What follows belongs to an exercise in optimizing a design on an open flow for small area, a short achievable clock period and few clock cycles; a production flow would make more cautious choices.
Only simulation tests tie the RTL to the original design; equivalence was not proved.
Power and IR drop assume default switching activity.

==> trial 31: inputs <==
==> flow/design.v <==
module midi_framer (
  input  wire       clk,
  input  wire       rst,         
  input  wire       ev_valid,
  output wire       ev_ready,
  input  wire       ev_idle,     
  input  wire [7:0] ev_byte,
  output wire       wr_valid,
  input  wire       wr_ready,
  output wire [7:0] wr_addr,
  output wire [7:0] wr_data
);
  function [11:0] ftab(input [6:0] n);
    case (n)
      7'd0: ftab = 12'h000;
      7'd1: ftab = 12'h000;
      7'd2: ftab = 12'h000;
      7'd3: ftab = 12'h000;
      7'd4: ftab = 12'h000;
      7'd5: ftab = 12'h000;
      7'd6: ftab = 12'h000;
      7'd7: ftab = 12'h000;
      7'd8: ftab = 12'h000;
      7'd9: ftab = 12'h000;
      7'd10: ftab = 12'h000;
      7'd11: ftab = 12'h000;
      7'd12: ftab = 12'h000;
      7'd13: ftab = 12'h000;
      7'd14: ftab = 12'h000;
      7'd15: ftab = 12'h000;
      7'd16: ftab = 12'h000;
      7'd17: ftab = 12'h000;
      7'd18: ftab = 12'h000;
      7'd19: ftab = 12'h000;
      7'd20: ftab = 12'h000;
      7'd21: ftab = 12'h000;
      7'd22: ftab = 12'hF72;
      7'd23: ftab = 12'hE94;
      7'd24: ftab = 12'hDC3;
      7'd25: ftab = 12'hCFD;
      7'd26: ftab = 12'hC42;
      7'd27: ftab = 12'hB92;
      7'd28: ftab = 12'hAEC;
      7'd29: ftab = 12'hA4F;
      7'd30: ftab = 12'h9BB;
      7'd31: ftab = 12'h92F;
      7'd32: ftab = 12'h8AB;
      7'd33: ftab = 12'h82F;
      7'd34: ftab = 12'h7B9;
      7'd35: ftab = 12'h74A;
      7'd36: ftab = 12'h6E1;
      7'd37: ftab = 12'h67E;
      7'd38: ftab = 12'h621;
      7'd39: ftab = 12'h5C9;
      7'd40: ftab = 12'h576;
      7'd41: ftab = 12'h527;
      7'd42: ftab = 12'h4DD;
      7'd43: ftab = 12'h498;
      7'd44: ftab = 12'h456;
      7'd45: ftab = 12'h417;
      7'd46: ftab = 12'h3DC;
      7'd47: ftab = 12'h3A5;
      7'd48: ftab = 12'h371;
      7'd49: ftab = 12'h33F;
      7'd50: ftab = 12'h311;
      7'd51: ftab = 12'h2E5;
      7'd52: ftab = 12'h2BB;
      7'd53: ftab = 12'h294;
      7'd54: ftab = 12'h26F;
      7'd55: ftab = 12'h24C;
      7'd56: ftab = 12'h22B;
      7'd57: ftab = 12'h20C;
      7'd58: ftab = 12'h1EE;
      7'd59: ftab = 12'h1D3;
      7'd60: ftab = 12'h1B8;
      7'd61: ftab = 12'h1A0;
      7'd62: ftab = 12'h188;
      7'd63: ftab = 12'h172;
      7'd64: ftab = 12'h15D;
      7'd65: ftab = 12'h14A;
      7'd66: ftab = 12'h137;
      7'd67: ftab = 12'h126;
      7'd68: ftab = 12'h115;
      7'd69: ftab = 12'h106;
      7'd70: ftab = 12'h0F7;
      7'd71: ftab = 12'h0E9;
      7'd72: ftab = 12'h0DC;
      7'd73: ftab = 12'h0D0;
      7'd74: ftab = 12'h0C4;
      7'd75: ftab = 12'h0B9;
      7'd76: ftab = 12'h0AF;
      7'd77: ftab = 12'h0A5;
      7'd78: ftab = 12'h09C;
      7'd79: ftab = 12'h093;
      7'd80: ftab = 12'h08B;
      7'd81: ftab = 12'h083;
      7'd82: ftab = 12'h07C;
      7'd83: ftab = 12'h075;
      7'd84: ftab = 12'h06E;
      7'd85: ftab = 12'h068;
      7'd86: ftab = 12'h062;
      7'd87: ftab = 12'h05D;
      7'd88: ftab = 12'h057;
      7'd89: ftab = 12'h052;
      7'd90: ftab = 12'h04E;
      7'd91: ftab = 12'h049;
      7'd92: ftab = 12'h045;
      7'd93: ftab = 12'h041;
      7'd94: ftab = 12'h03E;
      7'd95: ftab = 12'h03A;
      7'd96: ftab = 12'h037;
      7'd97: ftab = 12'h034;
      7'd98: ftab = 12'h031;
      7'd99: ftab = 12'h02E;
      7'd100: ftab = 12'h02C;
      7'd101: ftab = 12'h029;
      7'd102: ftab = 12'h027;
      7'd103: ftab = 12'h025;
      7'd104: ftab = 12'h023;
      7'd105: ftab = 12'h021;
      7'd106: ftab = 12'h01F;
      7'd107: ftab = 12'h01D;
      7'd108: ftab = 12'h01C;
      7'd109: ftab = 12'h01A;
      7'd110: ftab = 12'h019;
      7'd111: ftab = 12'h017;
      7'd112: ftab = 12'h016;
      7'd113: ftab = 12'h015;
      7'd114: ftab = 12'h013;
      7'd115: ftab = 12'h012;
      7'd116: ftab = 12'h011;
      7'd117: ftab = 12'h010;
      7'd118: ftab = 12'h00F;
      7'd119: ftab = 12'h00F;
      7'd120: ftab = 12'h00E;
      7'd121: ftab = 12'h00D;
      7'd122: ftab = 12'h00C;
      7'd123: ftab = 12'h00C;
      7'd124: ftab = 12'h00B;
      7'd125: ftab = 12'h00A;
      7'd126: ftab = 12'h00A;
      7'd127: ftab = 12'h009;
      default: ftab = 12'h000;
    endcase
  endfunction
  localparam [1:0] C_OTHER = 2'd0, C_RAW = 2'd1, C_ON = 2'd2, C_OFF = 2'd3;
  localparam [1:0] P_NONE = 2'd0, P_LSB = 2'd1, P_MSB = 2'd2;
  reg  [9:0] tc;
  reg  [6:0] te;
  reg        pn;         
  reg  [6:0] vn0, vn1, vn2;
  reg  [2:0] vk0, vk1, vk2;
  reg  [2:0] due;
  reg        sv;
  reg  [1:0] cls;
  reg        cnt;
  reg  [6:0] fn;
  reg        ir_v;
  reg        iw;         
  reg        ir_idle;
  reg  [7:0] ir_b;
  reg        sr;         
  reg        mp;         
  reg        mo;         
  reg        h_v;
  reg  [6:0] h_a;
  reg  [7:0] h_d;
  reg  [1:0] ph;         
  reg  [1:0] hs;
  reg  [2:0] pm;         
  reg        er;
  reg        wv;
  assign ev_ready = er;
  assign wr_valid = wv;
  assign wr_addr  = mo ? 8'h07 : {1'b0, h_a};
  assign wr_data  = mo ? 8'h38 : h_d;
  wire busy  = mp | h_v;
  wire proc  = ir_v & ~(iw & busy);
  wire occ0 = (vn0 != 7'd0), occ1 = (vn1 != 7'd0), occ2 = (vn2 != 7'd0);
  wire [2:0] evm = due & {3{pn}};
  wire [6:0] v  = ir_b[6:0];
  wire       vz = (v == 7'd0);
  wire m0 = (vn0 == fn), m1 = (vn1 == fn), m2 = (vn2 == fn);
  wire       mf = m0 | m1 | m2;
  wire [1:0] ms = m0 ? 2'd0 : m1 ? 2'd1 : 2'd2;
  wire       ff = ~occ0 | ~occ1 | ~occ2;
  wire [1:0] fs = ~occ0 ? 2'd0 : ~occ1 ? 2'd1 : 2'd2;
  wire       do_raw   = (cls == C_RAW);
  wire       do_alloc = (cls == C_ON) & ~vz;
  wire       do_rel   = ((cls == C_ON) & vz) | (cls == C_OFF);
  wire       a_found  = mf | ff;
  wire [1:0] a_s      = mf ? ms : fs;
  wire       touch    = (do_alloc & a_found) | (do_rel & mf);
  wire       msg_more = do_raw | touch;
  wire [1:0] t_s      = do_alloc ? a_s : ms;                
  wire tc0   = (tc == 10'd0);
  wire late  = (te >= 7'd61) & (te <= 7'd64) & (tc >= 10'd537);
  wire [2:0] nload = tc0 ? ((te >= 7'd62) ? 3'd5 : 3'd4) : (late ? 3'd6 : 3'd5);
  wire [6:0]  hn  = (hs == 2'd0) ? vn0 : (hs == 2'd1) ? vn1 : vn2;
  wire [11:0] hft = ftab(hn);
  wire [1:0] pm_s = pm[0] ? 2'd0 : pm[1] ? 2'd1 : 2'd2;
  wire [1:0] ev_s = evm[0] ? 2'd0 : evm[1] ? 2'd1 : 2'd2;
  wire p_idle  = proc & ir_idle;
  wire p_pass  = p_idle & pn;
  wire p_stat  = proc & ~ir_idle & ir_b[7];
  wire p_d1    = proc & ~ir_idle & ~ir_b[7] & sv & ~cnt;
  wire p_msg   = sr;
  wire p_wpass = p_pass & (|due);
  wire       sv_n  = sv | p_stat;
  wire       cnt_n = p_stat ? 1'b0 : p_d1 ? 1'b1 : p_msg ? 1'b0 : cnt;
  wire       pn_n  = p_pass ? 1'b0 :
                     p_idle ? ((tc == 10'd998) | ((te == 7'd65) & (tc == 10'd534))) : pn;
  wire [2:0] due_n;
  assign due_n[0] = p_pass ? (occ0 & (vk0 == 3'd2)) : (p_msg & touch & (t_s == 2'd0)) ? 1'b0 : due[0];
  assign due_n[1] = p_pass ? (occ1 & (vk1 == 3'd2)) : (p_msg & touch & (t_s == 2'd1)) ? 1'b0 : due[1];
  assign due_n[2] = p_pass ? (occ2 & (vk2 == 3'd2)) : (p_msg & touch & (t_s == 2'd2)) ? 1'b0 : due[2];
  wire       xfer   = ~mp & h_v & wr_ready;                  
  wire       mp_n   = mo & ~wr_ready;
  wire       h_v_n  = p_msg   ? msg_more :
                      p_wpass ? 1'b1 :
                      xfer    ? ((ph != P_NONE) | (pm != 3'd0)) : h_v;
  wire [1:0] ph_n   = p_msg ? (do_alloc ? P_LSB : P_NONE) :
                      p_wpass ? P_NONE :
                      (xfer & (ph == P_LSB)) ? P_MSB :
                      (xfer & (ph == P_MSB)) ? P_NONE : ph;
  wire       keep   = ir_v & ~proc;
  wire       take   = ev_valid & er;
  wire       b_d2   = ~ev_byte[7] & sv_n & cnt_n;
  wire       iw_in  = ev_idle ? (pn_n & (|due_n)) : b_d2;
  wire       iw_n   = keep ? iw  : (take & iw_in);
  wire       idle_n = keep ? ir_idle : ev_idle;
  wire       sr_n   = iw_n & ~idle_n & ~mp_n & ~h_v_n;
  wire       mo_n   = mp_n | sr_n;
  wire       er_n   = ~(iw_n & (mp_n | h_v_n));
  wire       wv_n   = mo_n | h_v_n;
  always @(posedge clk) begin
    if (~keep) begin
      ir_idle <= ev_idle;
      ir_b    <= ev_byte;
    end
    if (rst) begin
      ir_v <= 1'b0;
      iw   <= 1'b0;
      sr   <= 1'b0;
      pn   <= 1'b0;
      due  <= 3'd0;
      sv   <= 1'b0;
      cnt  <= 1'b0;
      mp   <= 1'b0;
      mo   <= 1'b0;
      h_v  <= 1'b0;
      er   <= 1'b1;
      wv   <= 1'b0;
    end else begin
      ir_v <= keep | take;
      iw   <= iw_n;
      sr   <= sr_n;
      pn   <= pn_n;
      due  <= due_n;
      sv   <= sv_n;
      cnt  <= cnt_n;
      mp   <= mp_n;
      mo   <= mo_n;
      h_v  <= h_v_n;
      er   <= er_n;
      wv   <= wv_n;
    end
    ph <= ph_n;
    if (rst) begin
      tc <= 10'd0;
      te <= 7'd0;
    end else if (p_idle) begin
      if (pn) begin
        tc <= 10'd0;
        te <= (te == 7'd65) ? 7'd0 : te + 7'd1;
      end else begin
        tc <= tc + 10'd1;
      end
    end
    if (rst) begin
      vn0 <= 7'd0;
      vn1 <= 7'd0;
      vn2 <= 7'd0;
    end else if (p_pass) begin
      if (due[0]) vn0 <= 7'd0;
      if (due[1]) vn1 <= 7'd0;
      if (due[2]) vn2 <= 7'd0;
    end else if (p_msg & touch) begin
      case (t_s)
        2'd0: vn0 <= do_alloc ? fn : 7'd0;
        2'd1: vn1 <= do_alloc ? fn : 7'd0;
        default: vn2 <= do_alloc ? fn : 7'd0;
      endcase
    end
    if (p_pass) begin
      vk0 <= vk0 - 3'd1;
      vk1 <= vk1 - 3'd1;
      vk2 <= vk2 - 3'd1;
    end else if (p_msg & touch) begin
      case (t_s)
        2'd0: vk0 <= nload;
        2'd1: vk1 <= nload;
        default: vk2 <= nload;
      endcase
    end
    if (p_stat)
      cls <= (ir_b == 8'h85)       ? C_RAW :
             (ir_b[6:4] == 3'b001) ? C_ON  :
             (ir_b[6:4] == 3'b000) ? C_OFF : C_OTHER;
    if (p_d1)
      fn <= v;
    if (p_msg) begin
      pm  <= 3'd0;
      hs  <= a_s;
      h_a <= do_raw ? fn : {5'd2, t_s};
      h_d <= do_raw ? {1'b0, v} : do_alloc ? 8'h0F : 8'h00;
    end else if (p_wpass) begin
      pm  <= evm & ~(3'd1 << ev_s);
      h_a <= {5'd2, ev_s};
      h_d <= 8'h00;
    end else if (xfer) begin
      if (ph == P_LSB) begin
        h_a <= {4'd0, hs, 1'b0};
        h_d <= hft[7:0];
      end else if (ph == P_MSB) begin
        h_a <= {4'd0, hs, 1'b1};
        h_d <= {4'd0, hft[11:8]};
      end else if (pm != 3'd0) begin
        h_a <= {5'd2, pm_s};
        h_d <= 8'h00;
        pm  <= pm & ~(3'd1 << pm_s);
      end
    end
  end
endmodule
==> flow/flow/run.sh <==
#!/bin/bash
# Layout: the standard ORFS flow, with repair_timing aiming for extra setup slack
# and plain buffers on the ports (still one buffer per port, as the standard flow).
set -euo pipefail
bash standard.sh \
  SETUP_SLACK_MARGIN=7.5 \
  TNS_END_PERCENT=100 \
  MATCH_CELL_FOOTPRINT=0 \
  "BUFFER_PORTS_ARGS=-buffer_cell sky130_fd_sc_hd__buf_4" \
  finish > flow_make.log 2>&1
==> flow/standard.sh <==
#!/bin/bash
# synth_recipe.tcl (not shown) runs the flow's synth.tcl, then flattens the netlist and writes it again
# the make line also repeats each setting of config.mk as NAME=value (left out here)
make -C /OpenROAD-flow-scripts/flow DESIGN_CONFIG=/design/flow/config.mk WORK_HOME=/design/flow/orfs CLKGATE_MAP_FILE= SYNTH_SCRIPT=/design/flow/synth_recipe.tcl "${@:-finish}"
==> flow/config.mk <==
export PLATFORM = sky130hd
export DESIGN_NAME = midi_framer
export DESIGN_NICKNAME = midi_framer
export VERILOG_FILES = /design/flow/design.v
export SDC_FILE = /design/flow/constraint.sdc
export NUM_CORES = 4
export LEC_CHECK = 0
export CAP_MARGIN = 20
export CORE_MARGIN = 2
export CORE_UTILIZATION = 40
export SLEW_MARGIN = 20
==> flow/constraint.sdc <==
create_clock -name core_clock -period 10.0 [get_ports {clk}]
set_input_delay 2.0000 -clock core_clock [delete_from_list [all_inputs] [get_ports {clk}]]
set_output_delay 2.0000 -clock core_clock [all_outputs]
set_load 0.01 [all_outputs]
==> build 85 (differences from trial 31) <==
--- a/flow/flow/run.sh
+++ b/flow/flow/run.sh
@@ -5,3 +5,3 @@
 bash standard.sh \
-  SETUP_SLACK_MARGIN=7.5 \
+  SETUP_SLACK_MARGIN=7 \
   TNS_END_PERCENT=100 \
==> summary of the runs <==
Against trial 31, the clock power of build 85 is smaller by about 10%.
Combinational power: trial 31 is higher than build 85 (about 16%).
Register-to-register slack: build 85 is worse than trial 31 (0.23 ns).
In trial 31 the power is larger than in build 85, by 5.0%.
Sequential power is about the same in trial 31 and build 85.
Testbench counts of trial 31, summed over its fixed seeds: cycles 233,265.
Testbench counts of build 85, summed over its fixed seeds: cycles 233,265.

## afterwards: timing with drivers on the ports
The flow's constraints put no driver on any port. The routed layouts listed below were extracted and timed again, unchanged, in two steps. Step 1 (the two cells are an assumption about what drives the block):
set clk [get_ports {clk}]
set_driving_cell -lib_cell sky130_fd_sc_hd__clkbuf_16 $clk
set_driving_cell -lib_cell sky130_fd_sc_hd__buf_2 [delete_from_list [all_inputs] $clk]
Step 2, shift: input delay + t, output delay - t, t = (earliest + latest rising clock arrival at the registers) / 2. This alone moves slack from input paths to output paths. Three values: ideal ports, drivers, drivers and shift; two values: the first two.
run	t, ns	setup slack, ns	hold slack, ns	worst data-port slew with drivers (ns)
trial 31	0.399	6.862 / 6.816 / 6.624	0.508 / 0.508 / 0.508	0.06
build 85	0.389	6.813 / 6.767 / 6.555	0.496 / 0.496 / 0.496	0.04
After both steps setup and hold are still met in every run listed. The setup slack of build 85, which loses most, moves by -0.046 ns with the drivers and by -0.258 ns with both steps.
